Context: an optimization exercise on an open-source flow, tuned for small area. The choices shown serve that exercise and are no tape-out recipe.
Function was checked by simulation only, so behaviour that the tests miss may differ from the original.
Power is estimated from default activity; no workload was simulated.

**design.v**
```verilog
module crc16_ccitt_table (
  input  wire [15:0] crc,
  input  wire        bit_in,
  input  wire        seed,
  output wire [15:0] val
);
  wire fb = !seed && (crc[15] ^ bit_in);
  assign val = {crc[14:12], crc[11] ^ fb, crc[10:5], crc[4] ^ fb, crc[3:0], seed | fb};
endmodule
module track_formatter (
  input  wire        clk,
  input  wire        rst,
  input  wire        cmd_valid,
  input  wire [7:0]  cmd_sc,
  input  wire [7:0]  cmd_n,
  input  wire [7:0]  cmd_fill,
  input  wire        wprot,
  input  wire        stop,
  input  wire        mfm,
  input  wire [7:0]  gap,
  input  wire [7:0]  gap2,
  input  wire [7:0]  sid_c,
  input  wire [7:0]  sid_h,
  input  wire [7:0]  sid_r,
  input  wire [7:0]  sid_n,
  input  wire        poll,
  input  wire        index,
  input  wire        phys_ok,
  output wire        busy,
  output reg         wr_valid,
  output reg         wr_bit,
  output wire        id_req,
  output reg         done,
  output wire [3:0]  done_code
);
  localparam [1:0] S_IDLE = 2'b00;
  localparam [1:0] S_SNF  = 2'b01;
  localparam [1:0] S_SPIN = 2'b10;
  localparam [1:0] S_FMT  = 2'b11;
  localparam [3:0] PH_GAP0      = 4'd0;
  localparam [3:0] PH_SYNC      = 4'd1;
  localparam [3:0] PH_IAM       = 4'd2;
  localparam [3:0] PH_GAP1      = 4'd3;
  localparam [3:0] PH_ID_SYNC   = 4'd4;
  localparam [3:0] PH_IDAM      = 4'd5;
  localparam [3:0] PH_ID        = 4'd6;
  localparam [3:0] PH_ID_CRC    = 4'd7;
  localparam [3:0] PH_GAP2      = 4'd8;
  localparam [3:0] PH_DATA_SYNC = 4'd9;
  localparam [3:0] PH_DATAAM    = 4'd10;
  localparam [3:0] PH_DATA      = 4'd11;
  localparam [3:0] PH_DATA_CRC  = 4'd12;
  localparam [3:0] PH_GAP3      = 4'd13;
  localparam [3:0] PH_GAP4      = 4'd15;
  reg [1:0]  state;
  reg        ic;             
  reg [7:0]  rem;            
  reg [3:0]  fmt_n;
  reg [7:0]  fmt_fill;
  reg [3:0]  phase;
  reg [7:0]  count;          
  reg [3:0]  bitpos;         
  reg [31:0] id;             
  reg [15:0] crc;
  assign busy      = state[1];
  wire code_wp = ic && !wr_valid;
  assign done_code = {!(ic && wr_valid), code_wp, code_wp, !code_wp};
  wire fmt = (state == S_FMT);
  wire n_ok   = (cmd_n[7:4] == 4'd0) && !(cmd_n[3] && cmd_n[2:0] != 3'd0);
  wire accept = cmd_valid && !busy && n_ok;
  wire wr     = fmt && poll && !stop;           
  wire [2:0] k = bitpos[3:1];                   
  wire premark = mfm && (count[1:0] != 2'd3);   
  reg d;
  reg miss;
  always @(*) begin
    d    = 1'b0;
    miss = 1'b0;
    case (phase)
      PH_SYNC, PH_ID_SYNC, PH_DATA_SYNC: d = 1'b0;
      PH_IAM: begin
        if (premark) begin
          d    = 8'hC2 >> (3'd7 - k);
          miss = (k == 3'd4);
        end else begin
          d    = 8'hFC >> (3'd7 - k);
          miss = !mfm && (k == 3'd2 || k == 3'd4);
        end
      end
      PH_IDAM, PH_DATAAM: begin
        if (premark) begin
          d    = 8'hA1 >> (3'd7 - k);
          miss = (k == 3'd5);
        end else begin
          d    = ((phase == PH_IDAM) ? 8'hFE : 8'hFB) >> (3'd7 - k);
          miss = !mfm && (k == 3'd2 || k == 3'd3 || k == 3'd4);
        end
      end
      PH_ID:                  d = id[{~count[1:0], ~k}];
      PH_DATA:                d = fmt_fill[~k];
      PH_ID_CRC, PH_DATA_CRC: d = crc[15];
      default:                d = mfm ? (8'h4E >> (3'd7 - k)) : 1'b1;
    endcase
  end
  wire cbit = bitpos[0] ? d : (!miss && (mfm ? !(wr_bit || d) : 1'b1));
  wire seedph = (phase == PH_ID_SYNC) || (phase == PH_DATA_SYNC);
  wire [15:0] crc_step;
  crc16_ccitt_table u_crc (.crc(crc), .bit_in(d), .seed(seedph), .val(crc_step));
  wire [12:0] pos_inc = {1'b0, count, bitpos} + {12'd0, wr};
  wire [7:0]  cnt1    = pos_inc[11:4];           
  wire [7:0]  hi_inc  = {1'b0, id[6:0]} + {7'd0, pos_inc[12]};
  reg         lenbit;
  always @(*) begin
    case (fmt_n)
      4'd0: lenbit = cnt1[7];
      4'd1: lenbit = hi_inc[0];
      4'd2: lenbit = hi_inc[1];
      4'd3: lenbit = hi_inc[2];
      4'd4: lenbit = hi_inc[3];
      4'd5: lenbit = hi_inc[4];
      4'd6: lenbit = hi_inc[5];
      4'd7: lenbit = hi_inc[6];
      default: lenbit = hi_inc[7];
    endcase
  end
  reg pend;
  always @(*) begin
    case (phase)
      PH_GAP0:                           pend = cnt1[6:0] == (mfm ? 7'd80 : 7'd40);
      PH_SYNC, PH_ID_SYNC, PH_DATA_SYNC: pend = cnt1[3:0] == (mfm ? 4'd12 : 4'd6);
      PH_IAM, PH_IDAM, PH_DATAAM:        pend = cnt1[2:0] == (mfm ? 3'd4 : 3'd1);
      PH_GAP1:                           pend = cnt1[5:0] == (mfm ? 6'd50 : 6'd26);
      PH_ID:                             pend = cnt1[2:0] == 3'd4;
      PH_ID_CRC, PH_DATA_CRC:            pend = cnt1[1:0] == 2'd2;
      PH_GAP2:                           pend = cnt1[7:0] == gap2;
      PH_GAP3:                           pend = cnt1[7:0] == gap;
      PH_DATA:                           pend = lenbit;
      default:                           pend = 1'b0;
    endcase
  end
  wire sec_start = (phase == PH_GAP1) || (phase == PH_GAP3) ||
                   (phase == PH_DATA_CRC && gap == 8'd0);
  reg [3:0] ph_next;
  always @(*) begin
    if (sec_start)
      ph_next = (rem != 8'd0) ? PH_ID_SYNC : PH_GAP4;
    else if (phase == PH_ID_CRC && gap2 == 8'd0)
      ph_next = PH_DATA_SYNC;
    else
      ph_next = phase + 4'd1;
  end
  wire step   = wr && (bitpos == 4'd15) && pend;
  wire id_pos = (phase == PH_ID_SYNC) && (count[3:0] == 4'd0) && (bitpos[3:1] == 3'd0);
  wire load_id = wr && id_pos && !bitpos[0];
  assign id_req = wr_valid && id_pos && bitpos[0];
  always @(posedge clk) begin
    if (!busy) begin
      rem      <= cmd_sc;
      fmt_n    <= cmd_n[3:0];
      fmt_fill <= cmd_fill;
    end else begin
      rem      <= rem - {7'd0, step && sec_start};
    end
    bitpos <= fmt ? pos_inc[3:0] : 4'd0;
    count  <= (fmt && !step) ? pos_inc[11:4] : 8'd0;
    if (!fmt)
      phase <= PH_GAP0;
    else if (step)
      phase <= ph_next;
    if (load_id)
      id <= {sid_c, sid_h, sid_r, sid_n};
    else if (phase == PH_DATAAM)
      id[6:0] <= 7'd0;
    else if (phase == PH_DATA)
      id[6:0] <= hi_inc[6:0];
    if (wr && bitpos[0])
      crc <= crc_step;
    if (!fmt)
      wr_bit <= 1'b0;
    else if (wr)
      wr_bit <= cbit;
    if (accept)
      ic <= wprot;
    else if (poll)
      ic <= (state == S_SNF || phys_ok) && (fmt ? index : ic ^ index);
    if (rst) begin
      state    <= S_IDLE;
      wr_valid <= 1'b0;
      done     <= 1'b0;
    end else begin
      wr_valid <= wr;
      done     <= 1'b0;
      if (stop) begin
        state <= S_IDLE;
      end else if (accept) begin
        if (wprot) begin
          done  <= 1'b1;
          state <= S_IDLE;
        end else begin
          state <= phys_ok ? S_SPIN : S_SNF;
        end
      end else if (poll) begin
        case (state)
          S_SNF: if (index && ic) begin
            done <= 1'b1; state <= S_IDLE;
          end
          S_SPIN: if (!phys_ok) begin
            done <= 1'b1; state <= S_IDLE;
          end else if (index && ic) begin
            state <= S_FMT;
          end
          S_FMT: if (!phys_ok || index) begin
            done <= 1'b1; state <= S_IDLE;
          end
          default: ;
        endcase
      end
    end
  end
endmodule
```
**flow/run.sh**
```bash
#!/bin/bash
# The standard ORFS layout (the standard.sh), with these changes:
#  - synthesis maps the logic with ABC script flow/abc_area.script (an area-oriented
#    script) instead of ORFS's speed script, and leaves adders to ABC instead of mapping
#    them to adder cells first; everything else in synthesis is unchanged;
#  - every port still gets a buffer, of the smallest buffer cell;
#  - clock tree synthesis uses small clock buffers and no dummy loads.
# Each tool's full output goes to the ORFS logs under orfs/logs; make's own output goes to
# standard_flow.log.
set -euo pipefail
W=$(pwd)
ABC_SCRIPT=$W/flow/abc_area.script
# ORFS's synth.tcl with only the ABC script changed
sed "s#log_cmd abc {\*}\$abc_args#log_cmd abc -script $ABC_SCRIPT {*}[lrange \$abc_args 2 end]#" \
  "$FLOW_HOME/scripts/synth.tcl" > "$W/own_synth_body.tcl"
grep -q "log_cmd abc -script $ABC_SCRIPT" "$W/own_synth_body.tcl"
sed "s#source \$::env(SCRIPTS_DIR)/synth.tcl#source $W/own_synth_body.tcl#" synth_recipe.tcl > "$W/own_synth.tcl"
grep -q "own_synth_body.tcl" "$W/own_synth.tcl"
sed "s#$W/synth_recipe.tcl#$W/own_synth.tcl#" standard.sh > "$W/own_standard.sh"
grep -q "own_synth.tcl" "$W/own_standard.sh"
export ADDER_MAP_FILE=
export SYNTH_INSBUF=0
export BUFFER_PORTS_ARGS="-buffer_cell sky130_fd_sc_hd__buf_1"
export CTS_ARGS="-sink_clustering_enable -repair_clock_nets -dont_use_dummy_load -sink_clustering_size 10 -sink_clustering_max_diameter 60 -buf_list sky130_fd_sc_hd__clkbuf_4 -root_buf sky130_fd_sc_hd__clkbuf_8"
bash "$W/own_standard.sh" > standard_flow.log 2>&1
```
**flow/abc_area.script**
```
strash
&get -n
&deepsyn -T 10
&put
dch -f
amap
strash
dch -f
amap
topo
dnsize -c
```
**standard.sh**
```bash
#!/bin/bash
# synth_recipe.tcl (not shown) runs the flow's synth.tcl, then flattens the netlist and writes it again
# the make line also repeats each setting of config.mk as NAME=value (left out here)
make -C /OpenROAD-flow-scripts/flow DESIGN_CONFIG=/design/flow/config.mk WORK_HOME=/design/flow/orfs CLKGATE_MAP_FILE= SYNTH_SCRIPT=/design/flow/synth_recipe.tcl "${@:-finish}"
```
**config.mk**
```make
export PLATFORM = sky130hd
export DESIGN_NAME = track_formatter
export DESIGN_NICKNAME = track_formatter
export VERILOG_FILES = /design/flow/design.v
export SDC_FILE = /design/flow/constraint.sdc
export NUM_CORES = 4
export LEC_CHECK = 0
export CAP_MARGIN = 20
export CORE_MARGIN = 2
export CORE_UTILIZATION = 30
export PLACE_DENSITY = 0.45
export SLEW_MARGIN = 20
```
**constraint.sdc**
```tcl
create_clock -name core_clock -period 30.0 [get_ports {clk}]
set_input_delay 6.0000 -clock core_clock [delete_from_list [all_inputs] [get_ports {clk}]]
set_output_delay 6.0000 -clock core_clock [all_outputs]
set_load 0.01 [all_outputs]
```
==> flow_summary.json, run 1 <==
{
  "critPathMaxStageDelay_ns": 0.43,
  "htree_levels": 3,
  "r2r_end": "phase[0]",
  "place.port_buffers": 89,
  "ys_ff_latch": 90,
  "core.rowCount": 42,
  "avgSynthCellArea_um2": 9.448,
  "worst_pin_slew_ns": 0.6434,
  "whs_endpoint": "crc[1]",
  "clk_latency_ns": 0.38,
  "routed_via_density": 4.904,
  "die_area_mm2": 0.01478,
  "rr_startpoint": "state[1]",
  "min_path_cells": 0,
  "finalWirelength_um": 10960,
  "synth_edf_count": 61,
  "power_density_mw_per_mm2": 43.26,
  "final_area_mm2": 0.004851,
  "antenna_found_initial": 0,
  "fin_setup_tns_ns": 0,
  "hold_path_class": "reg -> reg",
  "cts_tree": "yes",
  "crit_path_frequent_cell": "nand2_1",
  "fin_crit_ns": 11.65,
  "finalWorstSetupSlack_ns": 18.35,
  "clk_pin_slew_worst_paths_ns": 0.07,
  "synthDistinctLibCells": 32,
  "placed_area_mm2": 0.004727,
  "grt_max_degree": 34,
  "critPathMaxFanout": 17,
  "grt-ovfl-total": 0,
  "start_kind": "input port",
  "ant_nets": 0,
  "hold_start": "crc[0]",
  "pin_count": 90,
  "crit_family": "simple AND/OR/NAND/NOR gates",
  "mostFrequentLayoutCell": "buf_1",
  "outcome": "no timing/DRC/antenna violations",
  "rrSetupSlack_ns": 23.30,
  "p_leak_uw": 0.001459,
  "drt-initial-drc-count": 222,
  "cp.required_ns": 30.27,
  "drc": 0,
  "grt_pass1_wl_um": 17640,
  "drt-wirelength-per-cell_um": 15.31,
  "netlist_area_mm2": 0.004148,
  "finalCritPeriodShare_pct": 38.83,
  "syn_inst": 439,
  "ir_drop_uv": 31.81,
  "end_kind": "flip-flop",
  "cts-root-buf": "clkbuf_8",
  "synthArstFlopShare_pct": 0,
  "cts_max_path_buffers": 2,
  "grt_pass1_vias": 3393,
  "crit_path_top_delay_cell": "or3_1",
  "place_ws_ns": 17.99,
  "postCtsSetupRepairBufs": 0,
  "crit_arrival_ns": 11.91,
  "fin_util_pct": 36.34,
  "crit_type": "in -> reg",
  "grt_use_total_pct": 15.78,
  "cts.repair.resized": 0,
  "yosysSeqAreaShare_pct": 58.16,
  "place.gp.congestion": 0.9000,
  "fmax_ghz": 0.08586,
  "hold_violations": 0,
  "cp.buffers_inverters": 17,
  "initial_core_util_pct": 31.07,
  "vias": 3511,
  "postCtsHoldBufs": 0,
  "die_width_um": 121.6,
  "final-setup-viol-count": 0,
  "yosysWarnings": 1,
  "synth-main-ff-cell": "edfxtp_1",
  "relSlewSlack_pct": 56.54,
  "drive_above_1_share_pct": 2.407,
  "areaGrowthSynthToFinish_pct": 16.95,
  "num_antenna_cells": 0,
  "skew_ns": 0.02388,
  "fp.coreArea_mm2": 0.01335,
  "clock_sinks": 90,
  "maxCapViolCount": 0,
  "rsz0062_at_grt": "no",
  "hpwlAfterDp_um": 8250,
  "nets": 623,
  "drt_pre_antenna_iters": 4,
  "ff2ff_path_depth": 51,
  "maxSlewViolCount": 0,
  "die_h_um": 121.6,
  "layout_common_cells": "buf_1, nor2_1, edfxtp_1, clkinv_1, nand2_1",
  "cts_buffers": 9,
  "synth.net_count": 520
}
## synthesized netlist by cell type, drive strengths merged (2+ instances only)
| cell type | n | share of area [%] |
|---|---|---|
| o22a | 7 | 1.5 |
| a211oi | 5 | 0.91 |
| nor2 | 77 | 7.0 |
| o41ai | 3 | 0.63 |
| nand2 | 43 | 3.9 |
| clkinv | 54 | 4.9 |
| a31oi | 4 | 0.60 |
| nor2b | 2 | 0.30 |
| and3 | 2 | 0.30 |
| or3 | 3 | 0.45 |
| nor4 | 11 | 1.7 |
| a22oi | 3 | 0.54 |
| a21oi | 29 | 3.5 |
| nand4 | 2 | 0.30 |
| o22ai | 21 | 3.2 |
| a31o | 3 | 0.63 |
| or2 | 3 | 0.45 |
| o2111ai | 3 | 0.63 |
| edfxtp | 61 | 44 |
| o21a | 7 | 1.3 |
| o221ai | 5 | 1.1 |
| nand3 | 2 | 0.24 |
| o21ai | 35 | 4.2 |
| dfxtp | 29 | 14 |
| nor3 | 17 | 2.1 |
| a311oi | 2 | 0.42 |
## routing by layer
metal	GRT usage (%)	share of wire, %
met2	23.74	45
met4	5.819	1.5
met5	0	0
met1	22.62	50
met3	3.043	4.4
## worst max-delay path by stage
stage / from / endpoint / slack, ns / depth (start not counted)
2_1_floorplan: poll / phase[0] / 18.40 / 50
3_3_place_gp: poll / phase[0] / 18.29 / 52
3_5_place_dp: poll / phase[0] / 17.99 / 52
4_1_cts: poll / phase[0] / 18.35 / 52
5_1_grt: poll / phase[0] / 17.38 / 52
6_report: poll / phase[0] / 18.35 / 52
## area by class of cell
cell class | count | area, um2
Tap cell | 176 | 220.2
Inverter | 54 | 202.7
Sequential cell | 90 | 2412
Timing Repair Buffer | 92 | 356.6
Multi-Input combinational cell | 295 | 1535
Clock buffer | 9 | 123.9
Fill cell | 1384 | 8497
## registers in the layout, summed over array words and instances (netlist names), 2 cells and up
name      count
bitpos        4
fmt_fill      8
count         8
crc          16
phase         4
id           32
rem           8
state         2
fmt_n         4
## power by group
| group | internal, uW | leakage [uW] | switching [uW] | total (uW) |
|---|---|---|---|---|
| combinational | 4.55 | 0.000590 | 5.15 | 9.70 |
| sequential | 133 | 0.000805 | 0.803 | 134 |
| clock | 26.9 | 0.0000647 | 39.2 | 66.1 |
| total | 165 | 0.00146 | 45.2 | 210 |
## metrics by stage
stage	hold WS, ns	total power [uW]	instances
after global routing	0.4389	218.8	716
after floorplan	0.4003	140.7	439
after CTS	0.4258	212.6	716
final	0.4232	209.9	716
after detailed placement	0.4074	146.6	707
after global placement	0.4011	146.5	707
## kinds of logic after synthesis
group	share of synthesized area, %
AND/OR/NAND/NOR	16.62
AO/OA/AOI/OAI	20.33
flip-flops	58.16
buffers and inverters	4.887
==> run 2: changes to the inputs <==
--- a/flow/run.sh
+++ b/flow/run.sh
@@ -19,7 +19,6 @@
 sed "s#$W/synth_recipe.tcl#$W/own_synth.tcl#" standard.sh > "$W/own_standard.sh"
 grep -q "own_synth.tcl" "$W/own_standard.sh"
 export ADDER_MAP_FILE=
-export SYNTH_INSBUF=0
 export BUFFER_PORTS_ARGS="-buffer_cell sky130_fd_sc_hd__buf_1"
 export CTS_ARGS="-sink_clustering_enable -repair_clock_nets -dont_use_dummy_load -sink_clustering_size 10 -sink_clustering_max_diameter 60 -buf_list sky130_fd_sc_hd__clkbuf_4 -root_buf sky130_fd_sc_hd__clkbuf_8"
 bash "$W/own_standard.sh" > standard_flow.log 2>&1
==> flow_summary.json, run 2 <==
{
  "netlist_area_mm2": 0.004163,
  "postCtsSetupRepairBufs": 0,
  "ir_drop_uv": 20.15,
  "drt-wirelength-per-cell_um": 15.39,
  "pwr-share-seq_pct": 64.0,
  "areaGrowthSynthToFinish_pct": 16.65,
  "hold_violations": 0,
  "synthArstFlopShare_pct": 0,
  "syn_inst": 441,
  "clk_pin_slew_worst_paths_ns": 0.08,
  "cts.repair.resized": 0,
  "synth.area.mux_share_pct": 0,
  "p_leak_uw": 0.001459,
  "core.rowCount": 43,
  "mostFrequentLayoutCell": "buf_1",
  "relSlewSlack_pct": 59.71,
  "synth_adder_area_share_pct": 0,
  "die_h_um": 121.8,
  "cts_max_path_buffers": 2,
  "regMostFlops": "id",
  "worst_pin_slew_ns": 0.5891,
  "place_ws_ns": 18.07,
  "largest_reg_flops": 32,
  "postCtsHoldBufs": 0,
  "avgSynthCellArea_um2": 9.439,
  "cts_buffers": 9,
  "clock_sinks": 90,
  "synth_xor_area_share_pct": 0,
  "cts-root-buf": "clkbuf_8",
  "vias": 3567,
  "skew_ns": 0.02787,
  "crit_path_top_delay_cell": "or3_1",
  "initial_core_util_pct": 30.34,
  "crit_path_frequent_cell": "nand2_1",
  "num-fill-cells": 1441,
  "power_density_mw_per_mm2": 43.12,
  "yosysSeqAreaShare_pct": 57.95,
  "final-setup-viol-count": 0,
  "htree_levels": 3,
  "place.gp.congestion": 0.8470,
  "antenna_found_initial": 0,
  "finalCritPeriodShare_pct": 38.38,
  "ant_nets": 0,
  "yosysWarnings": 1,
  "finalWirelength_um": 11080,
  "fin_setup_tns_ns": 0,
  "crit_family": "simple AND/OR/NAND/NOR gates",
  "layout_common_cells": "buf_1, nor2_1, edfxtp_1, clkinv_1, nand2_1",
  "synth.most_common_cell": "nor2_1",
  "yosysTopAreaCell": "edfxtp_1",
  "critPathMaxStageDelay_ns": 0.41,
  "critPathMaxFanout": 17,
  "fmax_ghz": 0.08684,
  "start_kind": "input port",
  "fin_util_pct": 35.39,
  "grt_pass1_wl_um": 17650,
  "synth-main-ff-cell": "edfxtp_1",
  "reg_top3": "id (32), crc (16)",
  "crit_type": "in -> reg",
  "cts_tree": "yes",
  "switching_share_pct": 21.35,
  "p_total_uw": 209.4,
  "nets": 623,
  "grt_pass1_vias": 3400,
  "rsz0062_at_grt": "no",
  "final_area_mm2": 0.004856,
  "intPower_uw": 164.7,
  "p_comb_share_pct": 4.6,
  "drt_pre_antenna_iters": 5,
  "grt_use_total_pct": 15.66,
  "ys_ff_latch": 90,
  "synthDistinctLibCells": 33,
  "clk_latency_ns": 0.37,
  "drive_above_1_share_pct": 2.407,
  "p_clk_share_pct": 31.4,
  "outcome": "no timing/DRC/antenna violations",
  "synth-compound-area-share_pct": 20.26,
  "synth_common_cells": "nor2_1, edfxtp_1, clkinv_1",
  "cp.required_ns": 30.28,
  "drc": 0,
  "die_width_um": 121.8,
  "hold_path_class": "reg -> reg",
  "fin_crit_ns": 11.52,
  "num_antenna_cells": 0,
  "finalWorstSetupSlack_ns": 18.48,
  "end_kind": "flip-flop",
  "maxCapViolCount": 0,
  "ys_top_cells_by_area": "edfxtp_1, dfxtp_1, nor2_1",
  "placed_area_mm2": 0.004732,
  "grt-ovfl-total": 0,
  "crit_arrival_ns": 11.80,
  "synth-simple-area-share_pct": 16.56,
  "synth_edf_count": 61,
  "maxSlewViolCount": 0,
  "drt-initial-drc-count": 200,
  "synth.net_count": 522,
  "routed_via_density": 4.954,
  "place.port_buffers": 89,
  "fp.coreArea_mm2": 0.01372,
  "grt_max_degree": 34,
  "hpwlAfterDp_um": 8410,
  "pin_count": 90,
  "p_sw_uw": 44.71,
  "cp.buffers_inverters": 17,
  "synth_top_area_share_pct": 44.00,
  "synth_top_family_by_area": "compound AO/OA/AOI/OAI gates",
  "die_area_mm2": 0.01483
}
## run 2: cell counts in the layout (fill, tap and decap cells not counted)
Identical to the previous run, type by type.
## run 2: worst register-to-register path, delay by kind of cell (launching register included)
kind	cells	cell delay, ns
buffers and inverters	15	1.35
and+or+nand+nor	30	3.81
DFF	1	0.58
AOI/OAI and AO/OA	6	0.81
## run 2: cells by family after synthesis
group                  Yosys count
AOI/OAI and AO/OA              133
buffers and inverters           56
and+or+nand+nor                162
DFF                             90
## run 2: worst paths after layout
check        slack, ns  startpoint  cells past startpoint  endpoint
max              18.48        poll                     52  phase[0]
min               0.41      crc[2]                      0    crc[3]
max reg2reg      23.38    state[1]                     51  phase[0]
min reg2reg       0.41      crc[2]                      0    crc[3]
## run 2: per-stage QoR
step | cells | hold WS [ns]
2_1_floorplan | 441 | 0.4003
3_3_place_gp | 711 | 0.4038
3_5_place_dp | 711 | 0.4056
4_1_cts | 720 | 0.4182
5_1_grt | 720 | 0.4361
6_report | 720 | 0.4123
## run 2: cell type report
class / instances / area, um2 / share of cell area, %
flip-flops and latches: 90 / 2412 / 49.68
clock buffers: 9 / 123.9 / 2.551
repair buffers: 92 / 356.6 / 7.343
inverters: 54 / 202.7 / 4.174
multi-input cells: 295 / 1535 / 31.62
well taps: 180 / 225.2 / 4.638
## run 2: metal layers
layer	up-vias	global-route usage (%)	part of all wire, %
met1	1611	22.08	49
met3	8	2.949	5.4
met5	-	0	0
li1	1829	-	-
met4	0	5.388	1.4
met2	119	24.16	44
## run 2: power by group through the flow
stage / clock [uW] / combinational, uW / sequential [uW]
detailed placement: 0 / 9.73 / 137
CTS: 68.9 / 9.79 / 134
global route: 73.1 / 11.1 / 134
global placement: 0 / 9.66 / 137
floorplan: 0 / 4.35 / 137
finish: 65.7 / 9.69 / 134
==> run 3: changes to the inputs <==
==> flow/run.sh (replaced) <==
#!/bin/bash
# The standard ORFS layout (the standard.sh), with these changes:
#  - synthesis maps the logic with each of the area-oriented ABC scripts flow/abc_*.script
#    and keeps the smallest result (flow/multi_abc.tcl), instead of ORFS's speed script;
#    adders are left to ABC instead of being mapped to adder cells first, and no buffers
#    are added for outputs that share a net (each port gets its own buffer in placement
#    anyway); everything else in synthesis is unchanged;
#  - every port still gets a buffer, of the smallest buffer cell;
#  - clock tree synthesis uses no dummy loads and smaller clock buffers.
# Each tool's full output goes to the ORFS logs under orfs/logs; make's own output goes to
# standard_flow.log.
set -euo pipefail
W=$(pwd)
# ORFS's synth.tcl with only the ABC step changed
sed 's#log_cmd abc {\*}$abc_args#own_multi_abc $abc_args $lib_args#' \
  "$FLOW_HOME/scripts/synth.tcl" > "$W/own_synth_body.tcl"
grep -q "own_multi_abc" "$W/own_synth_body.tcl"
{
  echo "source $W/flow/multi_abc.tcl"
  echo "set ::own_abc_scripts [list $(ls "$W"/flow/abc_*.script | tr '\n' ' ')]"
  sed "s#source \$::env(SCRIPTS_DIR)/synth.tcl#source $W/own_synth_body.tcl#" synth_recipe.tcl
} > "$W/own_synth.tcl"
grep -q "own_synth_body.tcl" "$W/own_synth.tcl"
sed "s#$W/synth_recipe.tcl#$W/own_synth.tcl#" standard.sh > "$W/own_standard.sh"
grep -q "own_synth.tcl" "$W/own_standard.sh"
export ADDER_MAP_FILE=
export SYNTH_INSBUF=0
export BUFFER_PORTS_ARGS="-buffer_cell sky130_fd_sc_hd__buf_1"
export CTS_ARGS="-sink_clustering_enable -repair_clock_nets -dont_use_dummy_load -sink_clustering_size 10 -sink_clustering_max_diameter 60 -buf_list sky130_fd_sc_hd__clkbuf_4 -root_buf sky130_fd_sc_hd__clkbuf_8"
bash "$W/own_standard.sh" > standard_flow.log 2>&1
==> flow/abc_1.script (new file) <==
strash
&get -n
&deepsyn -T 10 -S 0
&put
dch -f
amap
strash
dch -f
amap
topo
dnsize -c
==> flow/abc_2.script (new file) <==
strash
&get -n
&deepsyn -T 10
&put
dch -f
amap -F 3 -A 8
strash
dch -f
amap -F 3 -A 8
topo
dnsize -c
==> flow/abc_3.script (new file) <==
strash
&get -n
&deepsyn -T 10
&put
&get -n
&deepsyn -T 10 -S 7
&put
dch -f
amap
strash
dch -f
amap
topo
dnsize -c
==> flow/abc_4.script (new file) <==
strash
&get -n
&deepsyn -T 10 -S 2
&put
dch -f
amap
strash
dch -f
amap
topo
dnsize -c
==> flow/multi_abc.tcl (new file) <==
# Maps the logic with each ABC script in own_abc_scripts and keeps the smallest result.
proc own_multi_abc {abc_args lib_args} {
  yosys design -save own_pre_abc
  set best_area 1e18
  set best_i -1
  set i 0
  foreach s $::own_abc_scripts {
    yosys design -load own_pre_abc
    yosys abc -script $s {*}[lrange $abc_args 2 end]
    yosys tee -q -o $::env(OBJECTS_DIR)/own_abc_try.txt stat {*}$lib_args
    set f [open $::env(OBJECTS_DIR)/own_abc_try.txt r]
    set txt [read $f]
    close $f
    regexp {Chip area for module[^:]*:\s*([0-9.eE+]+)} $txt -> area
    puts "own_multi_abc: script $s area $area"
    if { $area < $best_area } {
      set best_area $area
      set best_i $i
      yosys design -save own_best_abc
    }
    incr i
  }
  puts "own_multi_abc: kept script [lindex $::own_abc_scripts $best_i] area $best_area"
  yosys design -load own_best_abc
}
--- a/config.mk
+++ b/config.mk
@@ -5,8 +5,8 @@
 export SDC_FILE = /design/flow/constraint.sdc
 export NUM_CORES = 4
 export LEC_CHECK = 0
-export CAP_MARGIN = 20
+export CAP_MARGIN = 0
 export CORE_MARGIN = 2
 export CORE_UTILIZATION = 30
 export PLACE_DENSITY = 0.45
-export SLEW_MARGIN = 20
+export SLEW_MARGIN = 0
removed: flow/abc_area.script
==> flow_summary.json, run 3 <==
{
  "pin_count": 90,
  "dp_cells": 693,
  "layoutNonFillerInstCount": 702,
  "grt-ovfl-total": 0,
  "crit_path_frequent_cell": "clkinv_1",
  "cts.repair.resized": 0,
  "clk_pin_slew_worst_paths_ns": 0.08,
  "yosysWarnings": 1,
  "drt-wirelength-per-cell_um": 15.30,
  "gr-usage-met3_pct": 3.383,
  "critPathMaxStageDelay_ns": 0.41,
  "synthArstFlopShare_pct": 0,
  "grt_pass1_vias": 3301,
  "reg_top3": "id (32), crc (16)",
  "finalCritPeriodShare_pct": 42.71,
  "areaGrowthSynthToFinish_pct": 17.00,
  "drive_above_1_share_pct": 2.471,
  "final_area_mm2": 0.004838,
  "nets": 609,
  "maxCapViolCount": 0,
  "ys_ff_latch": 90,
  "place.gp.congestion": 0.9012,
  "avgSynthCellArea_um2": 9.730,
  "postCtsSetupRepairBufs": 0,
  "clock_sinks": 90,
  "grt_use_total_pct": 15.43,
  "drc": 0,
  "die_area_mm2": 0.01474,
  "htree_levels": 3,
  "synth_top_area_share_pct": 44.30,
  "netlist_area_mm2": 0.004135,
  "ant_nets": 0,
  "die_h_um": 121.4,
  "fmax_ghz": 0.07805,
  "grt.met1_usage_pct": 21.51,
  "power_density_mw_per_mm2": 43.05,
  "fin_crit_ns": 12.81,
  "cp.required_ns": 30.30,
  "synth_edf_count": 61,
  "antenna_found_initial": 0,
  "place.port_buffers": 89,
  "fp.coreArea_mm2": 0.01335,
  "met2_usage_pct": 23.53,
  "p_leak_uw": 0.001457,
  "relSlewSlack_pct": 56.96,
  "drt-initial-drc-count": 159,
  "vias": 3524,
  "start_kind": "input port",
  "layout_common_cells": "buf_1, nor2_1, edfxtp_1, clkinv_1, o21ai_0",
  "maxSlewViolCount": 0,
  "grt_pass1_wl_um": 17250,
  "final-setup-viol-count": 0,
  "crit_path_top_delay_cell": "or3_1",
  "syn_inst": 425,
  "grt-busiest-layer": "met2",
  "crit_type": "in -> reg",
  "finalWirelength_um": 10740,
  "num_antenna_cells": 0,
  "core.rowCount": 42,
  "routed_via_density": 5.020,
  "synth_common_cells": "nor2_1, edfxtp_1, clkinv_1",
  "skew_ns": 0.02489,
  "initial_core_util_pct": 30.98,
  "crit_arrival_ns": 13.11,
  "synth-main-ff-cell": "edfxtp_1",
  "placed_area_mm2": 0.004715,
  "synth.net_count": 506,
  "yosysSeqAreaShare_pct": 58.34,
  "critPathMaxFanout": 18,
  "hold_path_class": "reg -> reg",
  "postCtsHoldBufs": 0,
  "fin_setup_tns_ns": 0,
  "hpwlAfterDp_um": 8111,
  "hold_ws_ns": 0.4154,
  "cts_buffers": 9,
  "rsz0062_at_grt": "no",
  "worst_pin_slew_ns": 0.6293,
  "clk_latency_ns": 0.37,
  "drt_pre_antenna_iters": 5,
  "cts_max_path_buffers": 2,
  "ys_top_cells_by_area": "edfxtp_1, dfxtp_1, nor2_1",
  "largest_reg_flops": 32,
  "die_width_um": 121.4,
  "synth.most_common_cell": "nor2_1",
  "cts-root-buf": "clkbuf_8",
  "outcome": "no timing/DRC/antenna violations",
  "regMostFlops": "id",
  "end_kind": "flip-flop",
  "yosysTopAreaCell": "edfxtp_1",
  "grt_max_degree": 34,
  "num-fill-cells": 1422,
  "synthDistinctLibCells": 37,
  "ir_drop_uv": 24.26,
  "cts_tree": "yes",
  "hold_violations": 0,
  "mostFrequentLayoutCell": "buf_1"
}
-- run 3: logic make-up after synthesis --
group | count (synthesis) | share of synthesized area [%]
AO/OA/AOI/OAI | 142 | 22.60
buffers and inverters | 53 | 4.811
flip-flops | 90 | 58.34
AND/OR/NAND/NOR | 140 | 14.25
-- run 3: where the power goes --
| part | total (uW) | switching, uW | internal (uW) |
|---|---|---|---|
| Combinational | 9.30 | 4.93 | 4.37 |
| Clock | 65.0 | 38.1 | 26.9 |
| Sequential | 134 | 0.786 | 133 |
| Total | 208 | 43.8 | 164 |
-- run 3: final timing paths --
check | slack (ns) | cells after the start | end | startpoint
max reg2reg | 22.31 | 49 | phase[0] | state[1]
max | 17.19 | 50 | phase[0] | poll
min | 0.42 | 0 | crc[3] | crc[2]
min reg2reg | 0.42 | 0 | crc[3] | crc[2]
-- run 3: layer usage --
layer,vias up,part of all wire [%]
met5,-,0
met4,0,1.7
met3,16,5.2
met2,91,45
met1,1628,48
li1,1789,-
-- run 3: critical path: cells and delay by family --
family	cells	cell delay (ns)
AOI/OAI and AO/OA	6	1.17
buffers and inverters	17	1.69
and+or+nand+nor	27	4.23
-- run 3: area by class of cell --
cell class / instances / area (um2) / share of cell area, %
clock buffers: 9 / 123.9 / 2.560
inverters: 53 / 198.9 / 4.112
multi-input cells: 282 / 1526 / 31.55
flip-flops and latches: 90 / 2412 / 49.86
well taps: 176 / 220.2 / 4.551
repair buffers: 92 / 356.6 / 7.370
-- run 3: stage by stage --
step                utilization, %  power, uW  setup slack (ns)
finish                       36.25      208.3             17.19
global route                 36.25      218.6             16.13
CTS                          36.25      212.0             17.21
detailed placement           35.32      146.1             16.85
global placement             35.32      146.0             17.17
floorplan                        -      140.4             17.47
==> run 4: changes to the inputs <==
--- a/config.mk
+++ b/config.mk
@@ -5,8 +5,9 @@
 export SDC_FILE = /design/flow/constraint.sdc
 export NUM_CORES = 4
 export LEC_CHECK = 0
-export CAP_MARGIN = 0
+export CAP_MARGIN = 20
 export CORE_MARGIN = 2
 export CORE_UTILIZATION = 30
+export GPL_TIMING_DRIVEN = 0
 export PLACE_DENSITY = 0.45
-export SLEW_MARGIN = 0
+export SLEW_MARGIN = 20
==> flow_summary.json, run 4 <==
{
  "worst_pin_slew_ns": 0.8443,
  "cts_tree": "yes",
  "maxSlewViolCount": 0,
  "p_leak_uw": 0.001454,
  "rsz0062_at_grt": "no",
  "cts_max_path_buffers": 2,
  "pin_count": 90,
  "rr_startpoint": "state[1]",
  "synth_edf_count": 61,
  "hold_path_class": "reg -> reg",
  "die_width_um": 121.4,
  "crit_family": "simple AND/OR/NAND/NOR gates",
  "power_density_mw_per_mm2": 43.07,
  "grt_use_total_pct": 15.48,
  "fp.coreArea_mm2": 0.01335,
  "synth.net_count": 506,
  "fin_crit_ns": 13.51,
  "ff2ff_path_depth": 48,
  "fin_util_pct": 36.34,
  "r2r_end": "phase[0]",
  "synth-main-ff-cell": "edfxtp_1",
  "drt-wirelength-per-cell_um": 15.19,
  "crit_path_frequent_cell": "clkinv_1",
  "cp.buffers_inverters": 16,
  "postCtsHoldBufs": 0,
  "clk_latency_ns": 0.38,
  "place.gp.congestion": 0.8177,
  "end_kind": "flip-flop",
  "crit_arrival_ns": 13.81,
  "nets": 607,
  "crit_path_top_delay_cell": "nor2_2",
  "start_kind": "input port",
  "outcome": "no timing/DRC/antenna violations",
  "reg_top3": "id (32), crc (16)",
  "drt-initial-drc-count": 190,
  "rrSetupSlack_ns": 21.62,
  "synthDistinctLibCells": 37,
  "final_area_mm2": 0.004851,
  "synth_top_area_share_pct": 44.30,
  "synth.most_common_cell": "nor2_1",
  "cts_buffers": 9,
  "syn_inst": 425,
  "maxCapViolCount": 0,
  "grt_max_degree": 27,
  "yosysSeqAreaShare_pct": 58.34,
  "relSlewSlack_pct": 43.65,
  "whs_endpoint": "crc[15]",
  "drc": 0,
  "avgSynthCellArea_um2": 9.730,
  "finalWorstSetupSlack_ns": 16.49,
  "critPathMaxStageDelay_ns": 0.66,
  "drive_above_1_share_pct": 2.290,
  "hold_violations": 0,
  "postCtsSetupRepairBufs": 0,
  "crit_type": "in -> reg",
  "finalCritPeriodShare_pct": 45.03,
  "final-setup-viol-count": 0,
  "num_antenna_cells": 0,
  "finalWirelength_um": 10640,
  "ant_nets": 0,
  "grt-ovfl-total": 0,
  "vias": 3556,
  "layout_common_cells": "buf_1, nor2_1, edfxtp_1, clkinv_1, o21ai_0",
  "yosysTopAreaCell": "edfxtp_1",
  "synth_common_cells": "nor2_1, edfxtp_1, clkinv_1",
  "ys_top_cells_by_area": "edfxtp_1, dfxtp_1, nor2_1",
  "hpwlAfterDp_um": 8003,
  "cts.repair.resized": 0,
  "synthArstFlopShare_pct": 0,
  "drt_pre_antenna_iters": 4,
  "clk_pin_slew_worst_paths_ns": 0.07,
  "ys_ff_latch": 90,
  "antenna_found_initial": 0,
  "place.port_buffers": 89,
  "skew_ns": 0.02455,
  "min_path_cells": 0,
  "critPathMaxFanout": 18,
  "hold_start": "crc[14]",
  "regMostFlops": "id",
  "netlist_area_mm2": 0.004135,
  "largest_reg_flops": 32,
  "fin_setup_tns_ns": 0,
  "initial_core_util_pct": 30.98,
  "core.rowCount": 42,
  "htree_levels": 3,
  "p_total_uw": 208.9,
  "cp.required_ns": 30.30,
  "clock_sinks": 90,
  "ir_drop_uv": 26.54,
  "placed_area_mm2": 0.004727,
  "cts-root-buf": "clkbuf_8",
  "grt_pass1_wl_um": 17390,
  "place_ws_ns": 16.06,
  "fmax_ghz": 0.07403,
  "yosysWarnings": 1,
  "routed_via_density": 5.080,
  "die_area_mm2": 0.01474,
  "grt_pass1_vias": 3387,
  "die_h_um": 121.4,
  "areaGrowthSynthToFinish_pct": 17.31,
  "mostFrequentLayoutCell": "buf_1"
}
## run 4: cell types whose count changed in the layout (fill, tap and decap cells not counted), sizes merged
| cell | previous run | this run |
|---|---|---|
| buf | 92 | 90 |
## run 4: area by class of cell
class                      instances  area, um2
multi-input combinational        282       1534
tap                              176      220.2
inverter                          53      198.9
clock buffer                       9      123.9
fill                            1434       8497
sequential                        90       2412
timing repair buffer              90      361.6
## run 4: through the flow
stage          instances  hold slack (ns)
2_1_floorplan        425           0.4003
5_1_grt              700           0.4280
6_report             700           0.4218
3_5_place_dp         691           0.4052
3_3_place_gp         690           0.4053
4_1_cts              700           0.4236
## run 4: cells by family after synthesis
group | Yosys count | share of synthesized area (%)
simple gates | 140 | 14.25
flops | 90 | 58.34
compound gates | 142 | 22.60
buf+inv | 53 | 4.811
## run 4: routing by layer
layer / share of wire, % / routed length, um / track usage (%) / vias up
li1: - / - / - / 1799
met2: 45 / 4770 / 24.16 / 104
met3: 5.1 / 538 / 2.585 / 16
met1: 48 / 5094 / 21.07 / 1637
met4: 2.2 / 233 / 6.968 / 0
met5: 0 / 0 / 0 / -
## run 4: worst max-delay path by stage
stage / start / endpoint / slack [ns] / depth (start not counted)
5_1_grt: poll / phase[0] / 15.26 / 49
4_1_cts: poll / phase[0] / 16.45 / 49
3_5_place_dp: poll / phase[0] / 16.06 / 49
6_report: poll / phase[0] / 16.49 / 49
2_1_floorplan: poll / phase[0] / 17.47 / 48
3_3_place_gp: poll / phase[0] / 15.68 / 49
## run 4: worst reg2reg max path, delay by kind of cell, from the launching register on
kind / cells / cell delay [ns]
compound gates: 6 / 1.32
flops: 1 / 0.50
buf+inv: 14 / 1.43
simple gates: 28 / 5.08
## run 4: power breakdown
part	total (uW)	internal, uW	switching (uW)	leakage, uW
registers	134	133	0.789	0.000805
logic	9.23	4.36	4.87	0.000584
clock network	65.7	26.9	38.8	0.0000647
total	209	164	44.5	0.00145
==> run 5: changes to the inputs <==
--- a/config.mk
+++ b/config.mk
@@ -8,6 +8,5 @@
 export CAP_MARGIN = 20
 export CORE_MARGIN = 2
 export CORE_UTILIZATION = 30
-export GPL_TIMING_DRIVEN = 0
 export PLACE_DENSITY = 0.45
 export SLEW_MARGIN = 20
==> flow_summary.json, run 5 <==
{
  "relSlewSlack_pct": 56.96,
  "synth_edf_count": 61,
  "maxSlewViolCount": 0,
  "grt_max_degree": 34,
  "drt_pre_antenna_iters": 5,
  "critPathMaxStageDelay_ns": 0.41,
  "intPower_uw": 164.5,
  "die_width_um": 121.4,
  "fin_crit_ns": 12.81,
  "power_density_mw_per_mm2": 43.05,
  "place.gp.congestion": 0.9012,
  "finalWirelength_um": 10740,
  "ys_top_cells_by_area": "edfxtp_1, dfxtp_1, nor2_1",
  "hold_violations": 0,
  "crit_path_top_delay_cell": "or3_1",
  "vias": 3524,
  "rr_startpoint": "state[1]",
  "drt-wirelength-per-cell_um": 15.30,
  "largest_reg_flops": 32,
  "grt_pass1_vias": 3301,
  "nets": 609,
  "routed_via_density": 5.020,
  "cts_buffers": 9,
  "final-setup-viol-count": 0,
  "p_comb_share_pct": 4.5,
  "crit_path_frequent_cell": "clkinv_1",
  "placed_area_mm2": 0.004715,
  "rrSetupSlack_ns": 22.31,
  "num_antenna_cells": 0,
  "synth.most_common_cell": "nor2_1",
  "p_leak_uw": 0.001457,
  "p_clk_share_pct": 31.2,
  "cts_max_path_buffers": 2,
  "fp.coreArea_mm2": 0.01335,
  "layoutNonFillerInstCount": 702,
  "cts_tree": "yes",
  "ff2ff_path_depth": 49,
  "crit_family": "simple AND/OR/NAND/NOR gates",
  "start_kind": "input port",
  "grt_use_total_pct": 15.43,
  "cts-root-buf": "clkbuf_8",
  "hold_ws_ns": 0.4154,
  "end_kind": "flip-flop",
  "synth.net_count": 506,
  "dp_cells": 693,
  "clk_latency_ns": 0.37,
  "hold_start": "crc[2]",
  "critPathMaxFanout": 18,
  "yosysTopAreaCell": "edfxtp_1",
  "die_area_mm2": 0.01474,
  "syn_inst": 425,
  "num-fill-cells": 1422,
  "antenna_found_initial": 0,
  "grt-ovfl-total": 0,
  "pwr-share-seq_pct": 64.3,
  "core.rowCount": 42,
  "rsz0062_at_grt": "no",
  "yosysSeqAreaShare_pct": 58.34,
  "grt_pass1_wl_um": 17250,
  "clk_pin_slew_worst_paths_ns": 0.08,
  "cp.buffers_inverters": 17,
  "layout_common_cells": "buf_1, nor2_1, edfxtp_1, clkinv_1, o21ai_0",
  "mostFrequentLayoutCell": "buf_1",
  "regMostFlops": "id",
  "r2r_end": "phase[0]",
  "finalCritPeriodShare_pct": 42.71,
  "initial_core_util_pct": 30.98,
  "crit_type": "in -> reg",
  "htree_levels": 3,
  "hold_path_class": "reg -> reg",
  "synthArstFlopShare_pct": 0,
  "ir_drop_uv": 24.26,
  "cp.required_ns": 30.30,
  "netlist_area_mm2": 0.004135,
  "hpwlAfterDp_um": 8111,
  "clock_sinks": 90,
  "whs_endpoint": "crc[3]",
  "fin_setup_tns_ns": 0,
  "drive_above_1_share_pct": 2.471,
  "ant_nets": 0,
  "cts.repair.resized": 0,
  "min_path_cells": 0,
  "worst_pin_slew_ns": 0.6293,
  "die_h_um": 121.4,
  "p_sw_uw": 43.81,
  "synth_top_area_share_pct": 44.30,
  "avgSynthCellArea_um2": 9.730,
  "synth-main-ff-cell": "edfxtp_1",
  "outcome": "no timing/DRC/antenna violations",
  "synthDistinctLibCells": 37,
  "areaGrowthSynthToFinish_pct": 17.00,
  "fmax_ghz": 0.07805,
  "synth_common_cells": "nor2_1, edfxtp_1, clkinv_1",
  "postCtsHoldBufs": 0,
  "final_area_mm2": 0.004838,
  "crit_arrival_ns": 13.11,
  "drt-initial-drc-count": 159,
  "ys_ff_latch": 90,
  "switching_share_pct": 21.03,
  "reg_top3": "id (32), crc (16)",
  "skew_ns": 0.02489,
  "maxCapViolCount": 0,
  "yosysWarnings": 1,
  "drc": 0,
  "postCtsSetupRepairBufs": 0,
  "pin_count": 90,
  "place.port_buffers": 89
}
-- run 5: cell types whose count changed in the layout (fill, tap and decap cells not counted) --
cell,delta
buf_16,-1
buf_4,+3
nor2_1,+1
nor2_4,-1
-- run 5: kinds of logic after synthesis --
family                 count (synthesis)  synth area share [%]
buffers and inverters                 53                 4.811
AND/OR/NAND/NOR                      140                 14.25
AO/OA/AOI/OAI                        142                 22.60
flip-flops                            90                 58.34
-- run 5: per-stage QoR --
| stage | setup slack (ns) | util, % | total power, uW |
|---|---|---|---|
| after floorplan | 17.47 | - | 140.4 |
| after global placement | 17.17 | 35.32 | 146.0 |
| after detailed placement | 16.85 | 35.32 | 146.1 |
| after CTS | 17.21 | 36.25 | 212.0 |
| after global routing | 16.13 | 36.25 | 218.6 |
| final | 17.19 | 36.25 | 208.3 |
-- run 5: routing by layer --
metal / share of wire (%) / GRT usage, % / vias up
met2: 45 / 23.53 / 91
met3: 5.2 / 3.383 / 16
li1: - / - / 1789
met5: 0 / 0 / -
met1: 48 / 21.51 / 1628
met4: 1.7 / 5.603 / 0
-- run 5: worst max-delay path by stage --
| stage | startpoint | end | slack (ns) | cells after the start |
|---|---|---|---|---|
| finish | poll | phase[0] | 17.19 | 50 |
| global route | poll | phase[0] | 16.13 | 50 |
| CTS | poll | phase[0] | 17.21 | 50 |
| detailed placement | poll | phase[0] | 16.85 | 50 |
| global placement | poll | phase[0] | 17.17 | 50 |
| floorplan | poll | phase[0] | 17.47 | 48 |
-- run 5: final cells by class --
class | instances | area [um2] | share of cell area (%)
flip-flops and latches | 90 | 2412 | 49.86
multi-input cells | 282 | 1526 | 31.55
repair buffers | 92 | 356.6 | 7.370
well taps | 176 | 220.2 | 4.551
inverters | 53 | 198.9 | 4.112
clock buffers | 9 | 123.9 | 2.560
-- run 5: power by group through the flow --
| stage | Combinational (uW) | Clock (uW) | Sequential (uW) |
|---|---|---|---|
| 6_report | 9.30 | 65.0 | 134 |
| 5_1_grt | 10.7 | 73.7 | 134 |
| 4_1_cts | 9.36 | 68.7 | 134 |
| 3_5_place_dp | 9.30 | 0 | 137 |
| 3_3_place_gp | 9.20 | 0 | 137 |
| 2_1_floorplan | 3.78 | 0 | 137 |
==> run 6: changes to the inputs <==
--- a/design.v
+++ b/design.v
@@ -58,7 +58,7 @@
   reg [3:0]  fmt_n;
   reg [7:0]  fmt_fill;
   reg [3:0]  phase;
-  reg [7:0]  count;          
+  reg [3:0]  count;          
   reg [3:0]  bitpos;         
   reg [31:0] id;             
   reg [15:0] crc;
@@ -106,23 +106,27 @@
   wire seedph = (phase == PH_ID_SYNC) || (phase == PH_DATA_SYNC);
   wire [15:0] crc_step;
   crc16_ccitt_table u_crc (.crc(crc), .bit_in(d), .seed(seedph), .val(crc_step));
-  wire [12:0] pos_inc = {1'b0, count, bitpos} + {12'd0, wr};
-  wire [7:0]  cnt1    = pos_inc[11:4];           
-  wire [7:0]  hi_inc  = {1'b0, id[6:0]} + {7'd0, pos_inc[12]};
+  wire [8:0]  pos_inc = {1'b0, count, bitpos} + {8'd0, wr};
+  wire [11:0] hi_inc  = {1'b0, id[10:0]} + {11'd0, pos_inc[8]};
+  wire [7:0]  cnt1    = {hi_inc[3:0], pos_inc[7:4]};    
   reg         lenbit;
   always @(*) begin
     case (fmt_n)
-      4'd0: lenbit = cnt1[7];
-      4'd1: lenbit = hi_inc[0];
-      4'd2: lenbit = hi_inc[1];
-      4'd3: lenbit = hi_inc[2];
-      4'd4: lenbit = hi_inc[3];
-      4'd5: lenbit = hi_inc[4];
-      4'd6: lenbit = hi_inc[5];
-      4'd7: lenbit = hi_inc[6];
-      default: lenbit = hi_inc[7];
+      4'd0: lenbit = hi_inc[3];
+      4'd1: lenbit = hi_inc[4];
+      4'd2: lenbit = hi_inc[5];
+      4'd3: lenbit = hi_inc[6];
+      4'd4: lenbit = hi_inc[7];
+      4'd5: lenbit = hi_inc[8];
+      4'd6: lenbit = hi_inc[9];
+      4'd7: lenbit = hi_inc[10];
+      default: lenbit = hi_inc[11];
     endcase
   end
+  wire hi_clear = !fmt || phase == PH_IAM || phase == PH_ID_CRC || phase == PH_DATAAM ||
+                  phase == PH_DATA_CRC;
+  wire hi_count = phase == PH_GAP0 || phase == PH_GAP1 || phase == PH_GAP2 ||
+                  phase == PH_GAP3 || phase == PH_DATA;
   reg pend;
   always @(*) begin
     case (phase)
@@ -150,7 +154,7 @@
       ph_next = phase + 4'd1;
   end
   wire step   = wr && (bitpos == 4'd15) && pend;
-  wire id_pos = (phase == PH_ID_SYNC) && (count[3:0] == 4'd0) && (bitpos[3:1] == 3'd0);
+  wire id_pos = (phase == PH_ID_SYNC) && (count == 4'd0) && (bitpos[3:1] == 3'd0);
   wire load_id = wr && id_pos && !bitpos[0];
   assign id_req = wr_valid && id_pos && bitpos[0];
   always @(posedge clk) begin
@@ -162,17 +166,17 @@
       rem      <= rem - {7'd0, step && sec_start};
     end
     bitpos <= fmt ? pos_inc[3:0] : 4'd0;
-    count  <= (fmt && !step) ? pos_inc[11:4] : 8'd0;
+    count  <= (fmt && !step) ? pos_inc[7:4] : 4'd0;
     if (!fmt)
       phase <= PH_GAP0;
     else if (step)
       phase <= ph_next;
     if (load_id)
       id <= {sid_c, sid_h, sid_r, sid_n};
-    else if (phase == PH_DATAAM)
-      id[6:0] <= 7'd0;
-    else if (phase == PH_DATA)
-      id[6:0] <= hi_inc[6:0];
+    else if (hi_clear)
+      id[10:0] <= 11'd0;
+    else if (hi_count)
+      id[10:0] <= hi_inc[10:0];
     if (wr && bitpos[0])
       crc <= crc_step;
     if (!fmt)
==> flow_summary.json, run 6 <==
{
  "final_area_mm2": 0.004822,
  "ir_drop_uv": 26.88,
  "layout_common_cells": "buf_1, nor2_1, edfxtp_1, clkinv_1, o21ai_0",
  "place.gp.congestion": 0.8820,
  "fin_setup_tns_ns": 0,
  "crit_path_top_delay_cell": "nor4_1",
  "reg_top3": "id (32), crc (16)",
  "antenna_found_initial": 0,
  "postCtsSetupRepairBufs": 0,
  "synth_top_area_share_pct": 44.47,
  "grt-ovfl-total": 0,
  "areaGrowthSynthToFinish_pct": 17.07,
  "largest_reg_flops": 32,
  "p_leak_uw": 0.001456,
  "regMostFlops": "id",
  "dp_cells": 710,
  "crit_path_frequent_cell": "nand2_1",
  "synth-simple-area-share_pct": 16.68,
  "synth.net_count": 523,
  "avgSynthCellArea_um2": 9.319,
  "die_h_um": 121.2,
  "cts-root-buf": "clkbuf_8",
  "grt-busiest-layer": "met2",
  "layoutNonFillerInstCount": 719,
  "rsz0062_at_grt": "no",
  "finalCritPeriodShare_pct": 41.45,
  "netlist_area_mm2": 0.004119,
  "crit_arrival_ns": 12.70,
  "ys_ff_latch": 86,
  "synth_adder_area_share_pct": 0,
  "clk_pin_slew_worst_paths_ns": 0.07,
  "start_kind": "input port",
  "synth.area.mux_share_pct": 0,
  "end_kind": "flip-flop",
  "yosysWarnings": 1,
  "die_area_mm2": 0.01468,
  "pin_count": 90,
  "maxSlewViolCount": 0,
  "ant_nets": 0,
  "grt_pass1_vias": 3453,
  "power_density_mw_per_mm2": 41.86,
  "drc": 0,
  "num-fill-cells": 1438,
  "placed_area_mm2": 0.004698,
  "fin_crit_ns": 12.43,
  "num_antenna_cells": 0,
  "clock_sinks": 86,
  "cts_max_path_buffers": 2,
  "synth.most_common_cell": "nor2_1",
  "synth_xor_area_share_pct": 0.2126,
  "drt-wirelength-per-cell_um": 15.41,
  "hpwlAfterDp_um": 8373,
  "met2_usage_pct": 23.53,
  "fmax_ghz": 0.08042,
  "final-setup-viol-count": 0,
  "core.rowCount": 42,
  "critPathMaxStageDelay_ns": 0.43,
  "gr-usage-met3_pct": 3.336,
  "fp.coreArea_mm2": 0.01335,
  "clk_latency_ns": 0.37,
  "cts_buffers": 9,
  "worst_pin_slew_ns": 0.7002,
  "synthDistinctLibCells": 36,
  "synth_common_cells": "nor2_1, edfxtp_1, clkinv_1",
  "synth-compound-area-share_pct": 21.84,
  "cp.required_ns": 30.26,
  "syn_inst": 442,
  "place.port_buffers": 89,
  "drive_above_1_share_pct": 2.394,
  "p_total_uw": 201.9,
  "htree_levels": 3,
  "routed_via_density": 5.114,
  "die_width_um": 121.2,
  "postCtsHoldBufs": 0,
  "yosysSeqAreaShare_pct": 56.62,
  "hold_violations": 0,
  "yosysTopAreaCell": "edfxtp_1",
  "crit_type": "in -> reg",
  "cts.repair.resized": 0,
  "cts_tree": "yes",
  "critPathMaxFanout": 18,
  "grt_pass1_wl_um": 17670,
  "grt_max_degree": 32,
  "synth_edf_count": 61,
  "drt-initial-drc-count": 218,
  "drt_pre_antenna_iters": 4,
  "skew_ns": 0.02759,
  "vias": 3677,
  "grt_use_total_pct": 15.69,
  "synth_top_family_by_area": "compound AO/OA/AOI/OAI gates",
  "synthArstFlopShare_pct": 0,
  "grt.met1_usage_pct": 22.04,
  "hold_path_class": "reg -> reg",
  "maxCapViolCount": 0,
  "mostFrequentLayoutCell": "buf_1",
  "nets": 626,
  "outcome": "no timing/DRC/antenna violations",
  "ys_top_cells_by_area": "edfxtp_1, dfxtp_1, nor2_1",
  "finalWirelength_um": 11080,
  "synth-main-ff-cell": "edfxtp_1",
  "relSlewSlack_pct": 52.89,
  "initial_core_util_pct": 30.86
}
[run 6: cell count changes in the layout (fill, tap and decap cells not counted), moves of 3 or more]
cell / previous run / this run
a2111oi_0: 4 / 1
a21oi_1: 17 / 30
a31oi_1: 3 / 7
dfxtp_1: 29 / 25
nand2_1: 38 / 42
nor2_1: 69 / 72
nor3_1: 16 / 19
nor4_1: 2 / 8
o21a_1: 10 / 7
o31ai_1: 0 / 3
[run 6: logic make-up (layout without fill, tap and decap cells)]
family          count (synthesis)  count (layout)
compound gates                145             145
buf+inv                        51             152
xor+xnor                        1               1
flops                          86              86
simple gates                  159             159
[run 6: area by class of cell]
type                            instances  area (um2)  area share (%)
Clock buffer                            9       123.9           2.569
Timing Repair Buffer                   92       356.6           7.395
Inverter                               51       191.4           3.970
Sequential cell                        86        2332           48.37
Tap cell                              176       220.2           4.567
Multi-Input combinational cell        305        1598           33.13
[run 6: power breakdown]
group | switching [uW] | total (uW) | internal (uW)
Sequential | 0.910 | 129 | 128
Combinational | 5.11 | 9.68 | 4.57
Clock | 36.6 | 63.4 | 26.9
[run 6: critical path, delay by kind of cell]
kind	cells	cell delay, ns
buffers and inverters	11	1.41
AND/OR/NAND/NOR	22	3.73
AO/OA/AOI/OAI	7	1.52
[run 6: per-stage QoR]
stage          hold WS [ns]  setup slack, ns  util [%]
5_1_grt              0.4327            16.63     36.13
4_1_cts              0.4084            17.57     36.13
3_3_place_gp         0.4044            17.56     35.20
6_report             0.4098            17.57     36.13
3_5_place_dp         0.4052            17.23     35.20
2_1_floorplan        0.4003            17.83         -
[run 6: final timing paths]
kind | start | to | slack [ns] | cells past startpoint
max | poll | phase[1] | 17.57 | 40
min | crc[1] | crc[2] | 0.41 | 0
max reg2reg | state[1] | phase[1] | 22.20 | 41
min reg2reg | crc[1] | crc[2] | 0.41 | 0
[run 6: metal layers]
metal,up-vias,part of all wire [%]
met5,-,0
met4,0,2.1
met3,18,5.1
met2,103,44
met1,1719,48
li1,1837,-
==> run 7: changes to the inputs <==
--- a/design.v
+++ b/design.v
@@ -29,9 +29,9 @@
   output wire        busy,
   output reg         wr_valid,
   output reg         wr_bit,
-  output wire        id_req,
+  output reg         id_req,
   output reg         done,
-  output wire [3:0]  done_code
+  output reg  [3:0]  done_code
 );
   localparam [1:0] S_IDLE = 2'b00;
   localparam [1:0] S_SNF  = 2'b01;
@@ -63,8 +63,6 @@
   reg [31:0] id;             
   reg [15:0] crc;
   assign busy      = state[1];
-  wire code_wp = ic && !wr_valid;
-  assign done_code = {!(ic && wr_valid), code_wp, code_wp, !code_wp};
   wire fmt = (state == S_FMT);
   wire n_ok   = (cmd_n[7:4] == 4'd0) && !(cmd_n[3] && cmd_n[2:0] != 3'd0);
   wire accept = cmd_valid && !busy && n_ok;
@@ -156,7 +154,6 @@
   wire step   = wr && (bitpos == 4'd15) && pend;
   wire id_pos = (phase == PH_ID_SYNC) && (count == 4'd0) && (bitpos[3:1] == 3'd0);
   wire load_id = wr && id_pos && !bitpos[0];
-  assign id_req = wr_valid && id_pos && bitpos[0];
   always @(posedge clk) begin
     if (!busy) begin
       rem      <= cmd_sc;
@@ -184,15 +181,18 @@
     else if (wr)
       wr_bit <= cbit;
     if (accept)
-      ic <= wprot;
+      ic <= 1'b0;
     else if (poll)
-      ic <= (state == S_SNF || phys_ok) && (fmt ? index : ic ^ index);
+      ic <= (state == S_SNF || phys_ok) && (ic ^ index);
+    done_code <= {!(fmt && phys_ok), accept && wprot, accept && wprot, !(accept && wprot)};
     if (rst) begin
       state    <= S_IDLE;
       wr_valid <= 1'b0;
+      id_req   <= 1'b0;
       done     <= 1'b0;
     end else begin
       wr_valid <= wr;
+      id_req   <= load_id;
       done     <= 1'b0;
       if (stop) begin
         state <= S_IDLE;
==> flow_summary.json, run 7 <==
{
  "die_width_um": 122.4,
  "clk_latency_ns": 0.37,
  "cp.required_ns": 30.27,
  "synth_top_area_share_pct": 42.82,
  "synthDistinctLibCells": 41,
  "hpwlAfterDp_um": 8579,
  "clk_pin_slew_worst_paths_ns": 0.08,
  "drt-initial-drc-count": 325,
  "p_leak_uw": 0.001497,
  "rsz0062_at_grt": "no",
  "grt_pass1_wl_um": 18190,
  "finalCritPeriodShare_pct": 42.44,
  "initial_core_util_pct": 30.55,
  "place.port_buffers": 89,
  "ant_nets": 0,
  "final-setup-viol-count": 0,
  "avgSynthCellArea_um2": 9.563,
  "crit_path_top_delay_cell": "or3_1",
  "regMostFlops": "id",
  "yosysWarnings": 1,
  "drt-wirelength-per-cell_um": 15.98,
  "postCtsSetupRepairBufs": 0,
  "fp.coreArea_mm2": 0.01377,
  "yosysTopAreaCell": "edfxtp_1",
  "worst_pin_slew_ns": 0.9359,
  "synth_edf_count": 60,
  "cts.repair.resized": 0,
  "grt_use_total_pct": 15.98,
  "cts-root-buf": "clkbuf_8",
  "synth-compound-area-share_pct": 22.15,
  "hold_path_class": "reg -> reg",
  "synth.most_common_cell": "nor2_1",
  "maxSlewViolCount": 0,
  "die_h_um": 122.4,
  "crit_type": "in -> reg",
  "core.rowCount": 43,
  "fin_setup_tns_ns": 0,
  "htree_levels": 3,
  "placed_area_mm2": 0.004795,
  "reg_top3": "id (32), crc (16)",
  "final_area_mm2": 0.004918,
  "drc": 0,
  "clock_sinks": 90,
  "crit_arrival_ns": 13.00,
  "power_density_mw_per_mm2": 42.50,
  "skew_ns": 0.02037,
  "ys_top_cells_by_area": "edfxtp_1, dfxtp_1, nor2_1",
  "die_area_mm2": 0.01499,
  "synth.net_count": 521,
  "synth.area.mux_share_pct": 0,
  "nets": 624,
  "relSlewSlack_pct": 36.94,
  "critPathMaxStageDelay_ns": 0.48,
  "cts_max_path_buffers": 2,
  "largest_reg_flops": 32,
  "crit_path_frequent_cell": "nor2_1",
  "synth_xor_area_share_pct": 0.2081,
  "synth_adder_area_share_pct": 0,
  "grt_pass1_vias": 3616,
  "num-fill-cells": 1468,
  "antenna_found_initial": 0,
  "hold_violations": 0,
  "netlist_area_mm2": 0.004208,
  "fmax_ghz": 0.07854,
  "fin_crit_ns": 12.73,
  "num_antenna_cells": 0,
  "syn_inst": 440,
  "end_kind": "flip-flop",
  "synth_top_family_by_area": "compound AO/OA/AOI/OAI gates",
  "routed_via_density": 5.161,
  "ir_drop_uv": 17.74,
  "mostFrequentLayoutCell": "buf_1",
  "synth_common_cells": "nor2_1, clkinv_1, edfxtp_1",
  "areaGrowthSynthToFinish_pct": 16.89,
  "yosysSeqAreaShare_pct": 57.09,
  "grt-ovfl-total": 0,
  "maxCapViolCount": 0,
  "synth-simple-area-share_pct": 15.11,
  "synth-main-ff-cell": "edfxtp_1",
  "grt_max_degree": 32,
  "vias": 3721,
  "start_kind": "input port",
  "layout_common_cells": "buf_1, nor2_1, clkinv_1, edfxtp_1, o21ai_0",
  "drive_above_1_share_pct": 2.403,
  "cts_tree": "yes",
  "drt_pre_antenna_iters": 5,
  "synthArstFlopShare_pct": 0,
  "outcome": "no timing/DRC/antenna violations",
  "postCtsHoldBufs": 0,
  "pin_count": 90,
  "critPathMaxFanout": 17,
  "place.gp.congestion": 0.8638,
  "cts_buffers": 9,
  "ys_ff_latch": 90,
  "finalWirelength_um": 11520
}
## run 7: kinds of logic after synthesis
logic type                after synthesis
AOI/OAI and AO/OA                     143
xor gates and xnor gates                1
buffers and inverters                  61
DFF                                    90
and+or+nand+nor                       145
## run 7: final cells by class
type                            count  area (um2)  share of cell area (%)
Multi-Input combinational cell    289        1582                   32.15
Inverter                           61       229.0                   4.655
Timing Repair Buffer               92       356.6                   7.250
Clock buffer                        9       123.9                   2.518
Tap cell                          180       225.2                   4.579
Sequential cell                    90        2402                   48.84
## run 7: through the flow
| stage | utilization (%) | hold WS [ns] | std cells | total power (uW) | setup WS, ns |
|---|---|---|---|---|---|
| floorplan | - | 0.4003 | 440 | 140.1 | 17.44 |
| global placement | 34.81 | 0.4045 | 712 | 145.6 | 17.18 |
| detailed placement | 34.81 | 0.4086 | 712 | 145.8 | 16.90 |
| CTS | 35.71 | 0.4303 | 721 | 212.8 | 17.30 |
| global route | 35.71 | 0.4398 | 721 | 218.5 | 16.25 |
| finish | 35.71 | 0.4265 | 721 | 209.1 | 17.27 |
## run 7: path summary, 6_finish.rpt
check | startpoint | cells after the start | to | slack (ns)
worst min register to register | crc[7] | 0 | crc[8] | 0.43
worst max-delay path | poll | 44 | phase[0] | 17.27
worst min-delay path | crc[7] | 0 | crc[8] | 0.43
worst max register to register | state[1] | 45 | phase[0] | 21.69
## run 7: per-layer routing
layer / GRT usage (%) / wire length, um / vias to the layer above
li1: - / - / 1848
met1: 21.53 / 5534 / 1741
met2: 25.03 / 5091 / 119
met3: 4.600 / 720 / 13
met4: 4.526 / 174 / 0
met5: 0 / 0 / -
## run 7: power breakdown
group | internal [uW] | leakage [uW] | total, uW | switching (uW)
Clock | 26.9 | 0.0000647 | 66.0 | 39.1
Combinational | 4.32 | 0.000592 | 9.13 | 4.81
Sequential | 133 | 0.000840 | 134 | 0.935
Total | 164 | 0.00150 | 209 | 44.8
## run 7: worst max-delay path: cells and delay by family
family                 cells  cell delay (ns)
buffers and inverters     12             1.34
and+or+nand+nor           27             4.93
AOI/OAI and AO/OA          5             0.74

## what the ideal ports hide
Ports are ideal in the flow. The routed layouts listed here were re-timed in OpenROAD.
Step 1, drivers: a clkbuf_16 drives clk and a buf_2 each remaining input, both assumed.
Step 2, shift: input delay + t, output delay - t, t = (earliest + latest rising clock arrival at the registers) / 2. This alone moves slack from input paths to output paths.
Three values: ideal ports, drivers, drivers and shift; two values: the first two.
run | t (ns) | setup WS [ns] | worst setup path at the end
run 1 | 0.397 | 18.353 / 18.360 / 17.963 | input to register
run 2 | 0.386 | 18.485 / 18.493 / 18.107 | input to register
run 3 | 0.393 | 17.188 / 17.199 / 16.807 | input to register
run 4 | 0.396 | 16.492 / 16.501 / 16.105 | input to register
run 5 | 0.393 | 17.188 / 17.199 / 16.807 | input to register
run 6 | 0.395 | 17.566 / 17.580 / 17.185 | input to register
run 7 | 0.396 | 17.267 / 17.279 / 16.883 | input to register
After both steps setup and hold are still met in every run listed. The setup slack of run 1, which loses most, moves by +0.007 ns with the drivers and by -0.390 ns with both steps.
